This is an optimization exercise on Yosys and OpenROAD, whose aim is small area, not a production implementation.
The RTL was checked by simulation tests, not by an equivalence proof against the original design.
No activity file was given, so power comes from the tool's default toggle rates.

<file path="run.sh">
#!/bin/bash
# synth_recipe.tcl (not shown) runs the flow's synth.tcl, then flattens the netlist and writes it again
# the make line also repeats each setting of config.mk as NAME=value (left out here)
make -C /OpenROAD-flow-scripts/flow DESIGN_CONFIG=/design/flow/config.mk WORK_HOME=/design/flow/orfs CLKGATE_MAP_FILE= SYNTH_SCRIPT=/design/flow/synth_recipe.tcl finish
</file>
<file path="config.mk">
export PLATFORM = sky130hd
export DESIGN_NAME = serper_unit
export DESIGN_NICKNAME = serper_unit
export VERILOG_FILES = /design/flow/design.v
export SDC_FILE = /design/flow/constraint.sdc
export NUM_CORES = 4
export LEC_CHECK = 0
export CAP_MARGIN = 20
export CORE_MARGIN = 2
export CORE_UTILIZATION = 40
export SLEW_MARGIN = 20
</file>
<file path="constraint.sdc">
create_clock -name core_clock -period 12.0 [get_ports {clk}]
set_input_delay 2.4000 -clock core_clock [delete_from_list [all_inputs] [get_ports {clk}]]
set_output_delay 2.4000 -clock core_clock [all_outputs]
set_load 0.01 [all_outputs]
</file>
<file path="design.v">
module serper_unit (
    input  wire        clk,
    input  wire        rst,
    input  wire        in_valid,
    output wire        in_ready,
    input  wire [15:0] in_w,
    input  wire        in_draining,
    input  wire        in_ce,
    input  wire        in_brk,
    input  wire        in_nine,
    input  wire [15:0] in_bit_time,
    input  wire [18:0] in_frame,
    input  wire [31:0] in_now,
    input  wire [31:0] in_done_at,
    input  wire [18:0] in_frozen_rem,
    input  wire [18:0] in_accum,
    output reg         out_valid,
    output reg         out_noop,
    output reg  [19:0] out_baud,
    output reg  [18:0] out_tx_period,
    output reg  [16:0] out_rx_period,
    output reg         out_resc,
    output reg         out_sched,
    output reg  [15:0] out_bit_time,
    output reg  [18:0] out_frame,
    output reg  [31:0] out_time
);
    localparam [21:0] CLOCK_CONSTANT = 22'd3546895;
    localparam [16:0] LINE_CYCLES    = 17'd227;
    localparam        DW             = 35;    
    function [17:0] table_rate(input [3:0] i);
        case (i)
            4'd0:  table_rate = 18'd0;
            4'd1:  table_rate = 18'd110;
            4'd2:  table_rate = 18'd300;
            4'd3:  table_rate = 18'd600;
            4'd4:  table_rate = 18'd1200;
            4'd5:  table_rate = 18'd2400;
            4'd6:  table_rate = 18'd4800;
            4'd7:  table_rate = 18'd9600;
            4'd8:  table_rate = 18'd14400;
            4'd9:  table_rate = 18'd19200;
            4'd10: table_rate = 18'd31400;
            4'd11: table_rate = 18'd38400;
            4'd12: table_rate = 18'd57600;
            4'd13: table_rate = 18'd115200;
            4'd14: table_rate = 18'd128000;
            default: table_rate = 18'd256000;
        endcase
    endfunction
    function [21:0] walk_limit(input [3:0] i);
        case (i)
            4'd0:    walk_limit = 26'd0 * 26'd100 / 26'd97;
            4'd1:    walk_limit = 26'd110 * 26'd100 / 26'd97;
            4'd2:    walk_limit = 26'd300 * 26'd100 / 26'd97;
            4'd3:    walk_limit = 26'd600 * 26'd100 / 26'd97;
            4'd4:    walk_limit = 26'd1200 * 26'd100 / 26'd97;
            4'd5:    walk_limit = 26'd2400 * 26'd100 / 26'd97;
            4'd6:    walk_limit = 26'd4800 * 26'd100 / 26'd97;
            4'd7:    walk_limit = 26'd9600 * 26'd100 / 26'd97;
            4'd8:    walk_limit = 26'd14400 * 26'd100 / 26'd97;
            4'd9:    walk_limit = 26'd19200 * 26'd100 / 26'd97;
            4'd10:   walk_limit = 26'd31400 * 26'd100 / 26'd97;
            4'd11:   walk_limit = 26'd38400 * 26'd100 / 26'd97;
            4'd12:   walk_limit = 26'd57600 * 26'd100 / 26'd97;
            4'd13:   walk_limit = 26'd115200 * 26'd100 / 26'd97;
            4'd14:   walk_limit = 26'd128000 * 26'd100 / 26'd97;
            default: walk_limit = 26'd256000 * 26'd100 / 26'd97;
        endcase
    endfunction
    localparam [2:0] S_IDLE = 3'd0,
                     S_DIV  = 3'd1,
                     S_WALK = 3'd2,
                     S_PER  = 3'd3,
                     S_RMUL = 3'd4,
                     S_RFIN = 3'd5,
                     S_OUT  = 3'd6;
    reg [2:0] state;
    reg [15:0] period;
    reg        period_set;
    reg [19:0] applied_baud;
    reg [18:0] tx_period;
    reg [16:0] rx_period;
    reg [15:0] w_q;
    reg        draining_q, ce_q, brk_q, nine_q;
    reg [15:0] bit_time_q;
    reg [18:0] frame_q;
    reg [31:0] now_q, done_at_q;
    reg [18:0] frozen_q, accum_q;
    reg [DW-1:0] div_quo;       
    reg [16:0]   div_rem;
    reg [15:0]   div_den;
    reg [5:0]    div_cnt;
    reg          div_resc;      
    reg [21:0]   per;
    reg [4:0]    walk_idx;
    wire [15:0] m_plus1 = {1'b0, w_q[14:0]} + 16'd1;
    wire [3:0]  nbits   = w_q[15] ? 4'd11 : 4'd10;
    wire [18:0] new_tx  = m_plus1 * nbits;
    wire [16:0] tx_q4   = new_tx[18:2];
    wire [16:0] new_rx  = (tx_q4 > LINE_CYCLES) ? tx_q4 : LINE_CYCLES;
    wire [3:0]  old_bits  = nine_q ? 4'd11 : 4'd10;
    wire [18:0] new_frame = m_plus1 * old_bits;
    reg  [18:0] rem;
    always @(*) begin
        if (ce_q) begin
            if (brk_q)
                rem = frozen_q;
            else
                rem = (done_at_q > now_q) ? done_at_q - now_q : 32'd0;
        end else begin
            rem = (frame_q > accum_q) ? frame_q - accum_q : 19'd0;
        end
    end
    wire [16:0] div_trial = {div_rem[15:0], div_quo[DW-1]};
    wire        div_fits  = div_trial >= {1'b0, div_den};
    wire [16:0] div_next  = div_fits ? div_trial - {1'b0, div_den} : div_trial;
    wire [DW-1:0] div_quo_next = {div_quo[DW-2:0], div_fits};
    wire [DW-1:0] ceil_q = div_quo + {{(DW-1){1'b0}}, (div_rem != 17'd0)};
    assign in_ready = (state == S_IDLE);
    always @(posedge clk) begin
        if (rst) begin
            state        <= S_IDLE;
            period       <= 16'h0000;
            period_set   <= 1'b0;
            applied_baud <= 20'd0;
            tx_period    <= 19'd10;
            rx_period    <= LINE_CYCLES;
            out_valid    <= 1'b0;
        end else begin
            out_valid <= 1'b0;
            case (state)
                S_IDLE: begin
                    if (in_valid) begin
                        w_q        <= in_w;
                        draining_q <= in_draining;
                        ce_q       <= in_ce;
                        brk_q      <= in_brk;
                        nine_q     <= in_nine;
                        bit_time_q <= in_bit_time;
                        frame_q    <= in_frame;
                        now_q      <= in_now;
                        done_at_q  <= in_done_at;
                        frozen_q   <= in_frozen_rem;
                        accum_q    <= in_accum;
                        out_resc   <= 1'b0;
                        out_sched  <= 1'b0;
                        if (period_set && in_w == period) begin
                            out_noop <= 1'b1;
                            state    <= S_OUT;
                        end else begin
                            out_noop   <= 1'b0;
                            period     <= in_w;
                            period_set <= 1'b1;
                            div_quo    <= {{(DW-22){1'b0}}, CLOCK_CONSTANT};
                            div_rem    <= 17'd0;
                            div_den    <= {1'b0, in_w[14:0]} + 16'd1;
                            div_cnt    <= DW[5:0];
                            div_resc   <= 1'b0;
                            state      <= S_DIV;
                        end
                    end
                end
                S_DIV: begin
                    div_rem <= div_next;
                    div_quo <= div_quo_next;
                    div_cnt <= div_cnt - 6'd1;
                    if (div_cnt == 6'd1) begin
                        per      <= (div_quo_next[21:0] == 22'd0) ? 22'd1 : div_quo_next[21:0];
                        walk_idx <= 5'd0;
                        state    <= div_resc ? S_RFIN : S_WALK;
                    end
                end
                S_WALK: begin
                    if (walk_idx == 5'd16) begin
                        applied_baud <= w_q[15] ? {1'b0, table_rate(4'd1), 1'b0}
                                                : {2'b00, table_rate(4'd1)};
                        state        <= S_PER;
                    end else if (per > walk_limit(walk_idx[3:0])) begin
                        walk_idx <= walk_idx + 5'd1;
                    end else begin
                        applied_baud <= w_q[15] ? {1'b0, table_rate(walk_idx[3:0]), 1'b0}
                                                : {2'b00, table_rate(walk_idx[3:0])};
                        state        <= S_PER;
                    end
                end
                S_PER: begin
                    tx_period <= new_tx;
                    rx_period <= new_rx;
                    if (draining_q && m_plus1 != bit_time_q)
                        state <= S_RMUL;
                    else
                        state <= S_OUT;
                end
                S_RMUL: begin
                    div_quo  <= rem * m_plus1;
                    div_rem  <= 17'd0;
                    div_den  <= bit_time_q;
                    div_cnt  <= DW[5:0];
                    div_resc <= 1'b1;
                    state    <= S_DIV;
                end
                S_RFIN: begin
                    out_resc     <= 1'b1;
                    out_sched    <= ce_q && !brk_q;
                    out_bit_time <= m_plus1;
                    out_frame    <= new_frame;
                    if (ce_q && !brk_q)
                        out_time <= now_q + ceil_q[31:0];
                    else if (ce_q)
                        out_time <= {13'd0, ceil_q[18:0]};
                    else
                        out_time <= {13'd0, new_frame - ceil_q[18:0]};
                    state <= S_OUT;
                end
                S_OUT: begin
                    out_valid     <= 1'b1;
                    out_baud      <= applied_baud;
                    out_tx_period <= tx_period;
                    out_rx_period <= rx_period;
                    state         <= S_IDLE;
                end
                default: state <= S_IDLE;
            endcase
        end
    end
endmodule
</file>
==> run summary <==
status finished clean; Net Switching 6.584 mW; Max Freq 100.3 MHz; htree depth 2; final critical-path share of the clock period 83.11%; RR Startpoint done_at_q[0]; Setup Buffers After CTS 0; Flop pwr share 17.5%; register area 13720 µm²; remaining antenna violation count 0; detailed-route vias per instance 5.271; multi-input logic area 21300 µm²; most frequent cell after synthesis inv_1; GRT Resource Usage Total 22.56%; Inserted Clock Buffers 56; Max-slew headroom 26.42%; Sw Ratio 47.99%; Final min period 9.973 ns; total routed wirelength 108700 µm; core area 93050 µm²; Mapped Cells 3798; arrival time worst endpoint 10.38 ns; root buf cell clkbuf_16; via count 28.25k; RSZ-0062 raised after global routing false; share of post-route cells with drive strength above 1 4.972%; Netlist cell types 84; die area 96030 µm²; reg2reg setup slack 2.03 ns; Synth Flop Type edfxtp_1; Startpoint Class flop; TNS Setup 0 ns; row cnt 112; routed len/inst 20.28 µm; final setup margin 2.027 ns; DR iter-0 viols 1907; EDFF count, synth 383; clock slew at reported path FFs 0.06 ns; worst skew pair latency 0.66 ns; Mapped Area 37420 µm²; top cells by area, synth edfxtp_1 (31%), fa_1 (14%), ha_1 (10%); CP max-delay cell a22oi_1; CP Class reg2reg; most frequent cells after synthesis inv_1 (527), nand2_1 (403), edfxtp_1 (383), ha_1 (310), nor2_1 (301); Worst Path Max Fanout 13; Layout Nets 4792; Final Max Slew Viols 0; area delta synth->final 17.15%; Initial Util 40.22%; reg-to-reg critical path endpoint div_quo[33]; Warnings, synthesis 1; Chip Width 309.9 µm; I/O Pins 288; Internal 7.137 mW; CTS tree yes; hold buffers post-CTS 0; fraction of registers with async set/reset 0%; DR pass1 iterations 7; Max Root-Sink Buffers 3; Worst Tran Pin Value 1.097 ns; Remaining Overflow, GRT 0; largest net degree at the start of global routing 136; Detailed Place HPWL 83680 µm; Final Hold Vio Count 0; Synth area leader edfxtp_1; Max VDD drop 453.0 µV; max cap viols 0; Setup Viol. Count Final 0; leakage 18.76 nW; Crit path required time 12.40 ns; fin util 47.12%; Worst setup endpoint div_quo[33]; pre-CTS worst setup slack 2.062 ns; synthesized flop and latch total 494; layout filler cell count 8849; Clock Power Share 13.5%; area fraction of the dominant cell type after synthesis 30.73%; Setup Skew 0.03089 ns; cell mode on critical path fa_1; Die Y 309.9 µm; DRC viols 0; post-cts resize count 0; RD Place Congestion 0.9003; register area share after synthesis 36.67%; number of clock sinks 494; critical path's largest stage delay 0.91 ns; worst setup path start done_at_q[0]; vias in the first global route 27.55k; R2R depth 32; Hold Path Class reg2reg; initial antenna violation count 7; global-route wire length before repair 164000 µm; Post-Syn Area per Cell 9.854 µm²; CP endpoint kind flop; Comb power frac 69.0%; I/O Buffers 285; cell area power density 313.0 nW/µm²
sequential cells by signal, summed over array words and instances, names as in the netlist, 17 cells and up, named ones only:
name and flops:
accum_q 19, applied_baud 18, div_quo 35, div_rem 17
done_at_q 32, frame_q 19, frozen_q 19, now_q 32
out_baud 18, out_frame 19, out_rx_period 17, out_time 32
out_tx_period 19, per 22, rx_period 17, tx_period 19
area by class of cell:
type | count | area share [%]
clock inverter | 31 | 1.019
multi-input combinational | 2635 | 48.57
sequential | 494 | 31.30
clock buffer | 75 | 3.550
inverter | 532 | 4.555
antenna | 3 | 0.01712
tap | 1254 | 3.579
timing repair buffer | 336 | 7.406
metal layers:
layer	track usage [%]	share of wire [%]
met5	0	0.012
met4	7.258	3.2
met3	3.245	5.6
met2	38.69	49
met1	29.28	42
cell usage in the layout, fill, tap and decap left out, drive strengths merged, types with 11 or more instances in the layout:
cell type and count:
inv 531, nand2 403, edfxtp 383, ha 310
nor2 301, clkdlybuf4s50 284, fa 267, a21oi 212
xnor2 148, o21ai 134, dfxtp 111, xor2 91
clkbuf 77, a21o 76, and2 71, nand3 54
nor3 53, buf 50, mux2i 47, and3 38
nand4 37, o21a 34, nor2b 32, nand2b 25
o21bai 21, o211ai 20, a211oi 19, o31ai 18
a31oi 18, or2 17, nor4 17, clkinv 17
or3 15, o22ai 13, a22oi 12, a21boi 11
power by group through the flow:
stage	Combinational, mW	Clock (mW)	Sequential (mW)
CTS	9.53	1.90	2.39
global route	10.6	1.96	2.42
detailed placement	9.46	0	2.43
global placement	9.42	0	2.43
floorplan	6.97	0	2.37
finish	9.46	1.86	2.40
worst max-delay path, delay by kind of cell (launching register included):
kind            cells  cell delay [ns]
flops               1             0.36
simple gates        4             0.79
compound gates     14             4.07
fa+ha+maj           9             4.09
mux                 1             0.18
buf+inv             4             0.23
worst min-delay path by stage:
stage               slack (ns)             from  cells after the start                end
finish                    0.43     tx_period[1]                      0   out_tx_period[1]
global route              0.44    rx_period[15]                      0  out_rx_period[15]
CTS                       0.43     tx_period[1]                      0   out_tx_period[1]
detailed placement        0.42     tx_period[1]                      0   out_tx_period[1]
global placement          0.41    tx_period[17]                      0  out_tx_period[17]
floorplan                 0.41  applied_baud[4]                      0        out_baud[4]
metrics by stage:
step	cell area, µm²	power (mW)	cells	hold WS [ns]
finish	43840	13.72	5360	0.4282
global route	43840	15.02	5360	0.4380
CTS	43800	13.82	5355	0.4305
floorplan	37430	9.343	3799	0.4081
global placement	41790	11.85	5249	0.4133
detailed placement	41800	11.89	5249	0.4160
cell families after synthesis:
| family | after synthesis | synth area share (%) |
|---|---|---|
| compound gates | 683 | 11.76 |
| xor+xnor | 239 | 5.593 |
| fa+ha+maj | 577 | 24.65 |
| buf+inv | 670 | 6.787 |
| flops | 494 | 36.67 |
| mux | 49 | 1.317 |
| other cells | 1 | 0.01002 |
| simple gates | 1085 | 13.22 |

afterwards: timing with drivers on the ports:
How much do the figures lean on ideal ports? The routed layout below was timed once more, with nothing changed but the port constraints. Step 1 (the two cells are an assumption about what drives the block):
set clk [get_ports {clk}]
set_driving_cell -lib_cell sky130_fd_sc_hd__clkbuf_16 $clk
set_driving_cell -lib_cell sky130_fd_sc_hd__buf_2 [delete_from_list [all_inputs] $clk]
Step 2 adds t to the input delays and takes it off the output delays; t is the mean of the earliest and latest rising clock arrival at the registers after step 1. Input paths then give back, and output paths get back, about the clock's delay inside the block. a / b / c = ideal / step 1 / step 2; a / b = the first two.
shift t [ns]: 0.712
setup WS [ns]: 2.027 / 2.027 / 2.027
hold WS [ns]: 0.428 / 0.428 / 0.428
After both steps this run still meets setup and hold. The setup slack of this run moves by 0.000 ns with the drivers and by 0.000 ns with both steps.
